This design comes from an exercise in tuning for small area on the open sky130 flow, not from production work. The RTL was checked by simulation tests, not by an equivalence proof against the original design. The flow treats the clock pin as an ideal source, which a real chip does not have. Power is estimated from default activity; no workload was simulated.

== rev 12 ==
## uniloader_jtag
module uniloader_jtag (
    input  wire        clk,
    input  wire        rst,
    input  wire        req_valid,
    input  wire [23:0] req_word,
    output wire        req_ready,
    output wire        rsp_valid,
    output wire        rsp_err,
    output wire [31:0] rsp_data,
    output reg  [3:0]  tap_state,
    output reg         tap_known,
    output reg         tck,
    output reg         tms,
    output reg         tdi,
    input  wire        tdo
);
    localparam S_RESET = 4'h0, S_IDLE  = 4'h1, S_SELDR = 4'h2, S_CAPDR = 4'h3,
               S_SHDR  = 4'h4, S_EX1DR = 4'h5, S_PADR  = 4'h6, S_EX2DR = 4'h7,
               S_UPDR  = 4'h8, S_SELIR = 4'h9, S_CAPIR = 4'hA, S_SHIR  = 4'hB,
               S_EX1IR = 4'hC, S_PAIR  = 4'hD, S_EX2IR = 4'hE, S_UPIR  = 4'hF;
    localparam OP_RESET = 4'h0, OP_SET = 4'h1, OP_BITS = 4'h2, OP_RUN = 4'h3,
               OP_SHIR = 4'h4, OP_SHDR = 4'h5, OP_TOGGLE = 4'h6,
               OP_GETID = 4'h8, OP_INIT = 4'h9, OP_SEND = 4'hA, OP_FINISH = 4'hB,
               OP_REFUSED = 4'hF;
    localparam M_END = 4'd0, M_RST5 = 4'd1, M_INSN = 4'd2, M_DR32 = 4'd3,
               M_DR95 = 4'd4, M_RUNK = 4'd5, M_USER = 4'd6, M_SET = 4'd7,
               M_TOGGLE = 4'd8, M_RUN = 4'd9, M_GHOST = 4'd10;
    reg        busy;
    reg [3:0]  op;
    reg        f0;
    wire       f1 = m[2];    
    reg [2:0]  m;
    reg [1:0]  ph;
    reg        pdone;
    reg [4:0]  s;
    reg [31:0] q;
    reg [1:0]  rsub;      
    reg        bor;       
    assign req_ready = !busy;
    assign rsp_err   = (op == OP_REFUSED);
    assign rsp_data  = q;
  ...
Settings: LEC_CHECK=0, ABC_AREA=1, CAP_MARGIN=20, CORE_MARGIN=2, CORE_UTILIZATION=40, CTS_BUF_LIST=sky130_fd_sc_hd__clkbuf_4, CTS_CLUSTER_SIZE=20, PLACE_DENSITY=0.6, SLEW_MARGIN=20; clock period 8.0 ns.
standard.sh (not shown) runs the stock make flow with config.mk's settings and CLKGATE_MAP_FILE= SYNTH_SCRIPT=/design/flow/synth_recipe.tcl, a recipe that flattens the netlist after the stock synthesis.
==> flow/flow/run.sh <==
#!/bin/bash
# Own layout flow: the standard synthesis, then the combinational logic of
# its netlist re-mapped for area with a stronger ABC script (registers kept as
# they are, same cells and names; two rounds of four ABC scripts, the
# smallest result kept),
# then the standard layout steps, with small port buffers and a clock
# tree without dummy loads whose largest leaf buffers get a stronger cell
# (cts_post.tcl).
set -euo pipefail
W=$PWD
R=$W/orfs/results/$FLOW_PLATFORM/uniloader_jtag/base
YOSYS=yosys
if [[ -x $FLOW_HOME/../tools/install/yosys/bin/yosys ]]; then YOSYS=$FLOW_HOME/../tools/install/yosys/bin/yosys; fi
LIB=$FLOW_HOME/platforms/$FLOW_PLATFORM/lib/sky130_fd_sc_hd__tt_025C_1v80.lib

# 1. standard synthesis
bash standard.sh synth > $W/1_synth.log 2>&1
cp $R/1_2_yosys.v $W/1_2_yosys_standard.v

# 2. area re-mapping of the combinational logic: two rounds of four ABC
#    scripts in parallel; each round starts from the smallest netlist so far
remap_round() {   # remap_round ROUND INPUT SCRIPT-PREFIX
  local S
  for S in 0 1 2 3; do
    LIB=$LIB IN_V=$2 TOP=$FLOW_TOP ABC_SCRIPT=$W/flow/$3_$S.abc \
    OUT_V=$W/remap$1_$S.v OUT_STAT=$W/remap$1_stat_$S.txt \
      $YOSYS -c $W/flow/reabc.tcl > $W/2_remap$1_$S.log 2>&1 &
  done
  wait
  for S in 0 1 2 3; do
    a=$(grep "Chip area" $W/remap$1_stat_$S.txt | awk '{print $NF}' || true)
    [[ -n "$a" ]] || continue
    if [[ -z "$besta" ]] || awk "BEGIN{exit !($a < $besta)}"; then best=$W/remap$1_$S.v; besta=$a; fi
  done
  echo "round $1 areas: $(grep -h 'Chip area' $W/remap$1_stat_*.txt | awk '{print $NF}' | tr '\n' ' '); best so far $best ($besta)" >> $W/2_remap_choice.log
}
best=""; besta=""
: > $W/2_remap_choice.log
remap_round 1 $W/1_2_yosys_standard.v opt
remap_round 2 $best opt2
cp $best $R/1_2_yosys.v
touch $R/1_2_yosys.v

# 3. layout
export BUFFER_PORTS_ARGS="-buffer_cell sky130_fd_sc_hd__buf_1"
export CTS_ARGS="-sink_clustering_enable -repair_clock_nets -dont_use_dummy_load -buf_list sky130_fd_sc_hd__clkbuf_4 -sink_clustering_size 20"
export POST_CTS_TCL=$W/flow/cts_post.tcl
export LEAF_CLKBUF_BIG=sky130_fd_sc_hd__clkbuf_8
export LEAF_CLKBUF_MAX_FANOUT=8
bash standard.sh > $W/3_layout.log 2>&1
Other scripts of this flow, unchanged in this note and not shown: flow/flow/cts_post.tcl, flow/flow/opt2_0.abc, flow/flow/opt2_1.abc, flow/flow/opt2_2.abc, flow/flow/opt2_3.abc, flow/flow/opt_0.abc, flow/flow/opt_1.abc, flow/flow/opt_2.abc, flow/flow/opt_3.abc, flow/flow/reabc.tcl
Relative to rev 12, the following input files were edited for rev 13:
diff --git a/flow/design.v b/flow/design.v
--- a/flow/design.v
+++ b/flow/design.v
@@ -16,23 +16,24 @@
 );
     localparam S_RESET = 4'h0, S_IDLE  = 4'h1, S_SELDR = 4'h2, S_CAPDR = 4'h3,
                S_SHDR  = 4'h4, S_EX1DR = 4'h5, S_PADR  = 4'h6, S_EX2DR = 4'h7,
                S_UPDR  = 4'h8, S_SELIR = 4'h9, S_CAPIR = 4'hA, S_SHIR  = 4'hB,
                S_EX1IR = 4'hC, S_PAIR  = 4'hD, S_EX2IR = 4'hE, S_UPIR  = 4'hF;
     localparam OP_RESET = 4'h0, OP_SET = 4'h1, OP_BITS = 4'h2, OP_RUN = 4'h3,
                OP_SHIR = 4'h4, OP_SHDR = 4'h5, OP_TOGGLE = 4'h6,
                OP_GETID = 4'h8, OP_INIT = 4'h9, OP_SEND = 4'hA, OP_FINISH = 4'hB,
+               OP_INITJ = 4'hD,
                OP_REFUSED = 4'hF;
     localparam M_END = 4'd0, M_RST5 = 4'd1, M_INSN = 4'd2, M_DR32 = 4'd3,
                M_DR95 = 4'd4, M_RUNK = 4'd5, M_USER = 4'd6, M_SET = 4'd7,
                M_TOGGLE = 4'd8, M_RUN = 4'd9, M_GHOST = 4'd10;
     reg        busy;
     reg [3:0]  op;
-    reg        f0;
+    wire       f0 = m[2];    
     wire       f1 = m[2];    
     reg [2:0]  m;
     reg [1:0]  ph;
     reg        pdone;
     reg [4:0]  s;
     reg [31:0] q;
     reg [1:0]  rsub;      
     reg        bor;       
@@ -79,37 +80,39 @@
             OP_FINISH: w_refuse = !tap_known;
             default:   w_refuse = 1'b0;
         endcase
         if (!w_match)
             w_refuse = 1'b1;
     end
     wire w_toggle = (tap_state == w_tgt) && ((w_tgt == S_PADR) || (w_tgt == S_PAIR));
     wire [3:0] w_opi = w_refuse ? OP_REFUSED :
-                       ((w_op == OP_SET) && w_toggle) ? OP_TOGGLE : w_op;
+                       ((w_op == OP_SET) && w_toggle) ? OP_TOGGLE :
+                       ((w_op == OP_INIT) && w_f0) ? OP_INITJ : w_op;    
     reg [3:0] mk;
     always @* begin
         mk = M_END;
         case (op)
             OP_RESET:  if (m[1:0] == 2'd0) mk = M_RST5;
             OP_SET:    if (m[1:0] == 2'd0) mk = M_SET;
             OP_TOGGLE: if (m[1:0] == 2'd0) mk = M_TOGGLE;
             OP_BITS, OP_SHIR, OP_SHDR, OP_SEND:
                        if (m[1:0] == 2'd0) mk = M_USER;
             OP_RUN:    if (m == 3'd0) mk = M_RUN; else if (m == 3'd1) mk = M_GHOST;
             OP_GETID:  case (m)
                            3'd0: mk = M_RST5;
                            3'd1: mk = M_INSN;
                            3'd2: mk = M_DR32;
                            default: mk = M_END;
                        endcase
-            OP_INIT:   case (m)
+            OP_INIT, OP_INITJ:
+                       case (m)
                            3'd0: mk = M_RST5;
                            3'd1: mk = M_INSN;
-                           3'd2: mk = f0 ? M_INSN : M_END;
+                           3'd2: mk = (op == OP_INITJ) ? M_INSN : M_END;
                            3'd3: mk = M_RUNK;
                            3'd4: mk = M_INSN;
                            3'd5: mk = M_DR95;
                            3'd6: mk = M_INSN;
                            default: mk = M_END;
                        endcase
             OP_FINISH: case (m)
                            3'd0: mk = M_INSN;
@@ -231,26 +234,24 @@
             tap_known <= 1'b0;
             tap_state <= S_RESET;
             pdone     <= 1'b0;
             s         <= 5'd0;
             rsub      <= R_ROT;
             op        <= 4'h0;
             m         <= 3'd0;
             ph        <= 2'd0;
-            f0        <= 1'b0;
             q[15:0]   <= 16'd0;
         end else if (!busy) begin
             if (req_valid) begin
                 busy     <= 1'b1;
                 op       <= w_opi;
-                f0       <= req_word[16];
                 {rsub, bor} <= req_word[10:8];    
                 q[15:0]  <= req_word[15:0];
-                m        <= {req_word[17], 2'd0};
+                m        <= {(w_op == OP_BITS) ? req_word[16] : req_word[17], 2'd0};
                 ph       <= 2'd0;
             end
         end else if (!tck) begin
             tck       <= 1'b1;
             tap_state <= std_next;
             if (ph == 2'd2) begin
                 s <= s_inc;
                 if (b_run) begin
--- outcome ---
From rev 12 to rev 13 the numbers moved as follows: clock skew comparable; share of power burned in combinational logic now smaller. Rev 12 → rev 13: met3 routed wirelength saw a decrease; final design area excluding fillers now sits at about the same level; biggest cell delay along the critical path went up; share of cell area taken by flip-flops and latches moved down; area after synthesis has increased. Critical path depth in rev 13 is 10% below rev 12.

what the ideal ports hide:
The results above use ideal ports. As a check the final layouts listed here were re-extracted and re-timed, cells and wires unchanged.
Step 1 sets driving cells, clkbuf_16 on the clock port and buf_2 on the other inputs (assumed; they add their load-dependent delay and slew).
Step 2 also shifts input and output timing later by t, the mid clock arrival at the registers, as if the neighbouring blocks saw the same clock.
a / b / c = ideal / step 1 / step 2; a / b = the first two.
run | t, ns | setup WS [ns] | worst register clock-pin slew, ns | cell pins on the clock port's net
rev 12 | 0.436 | 2.465 / 2.465 / 2.465 | 0.09 / 0.09 | 1
rev 13 | 0.423 | 1.507 / 1.507 / 1.507 | 0.09 / 0.09 | 1
After both steps setup and hold are still met in every run listed.
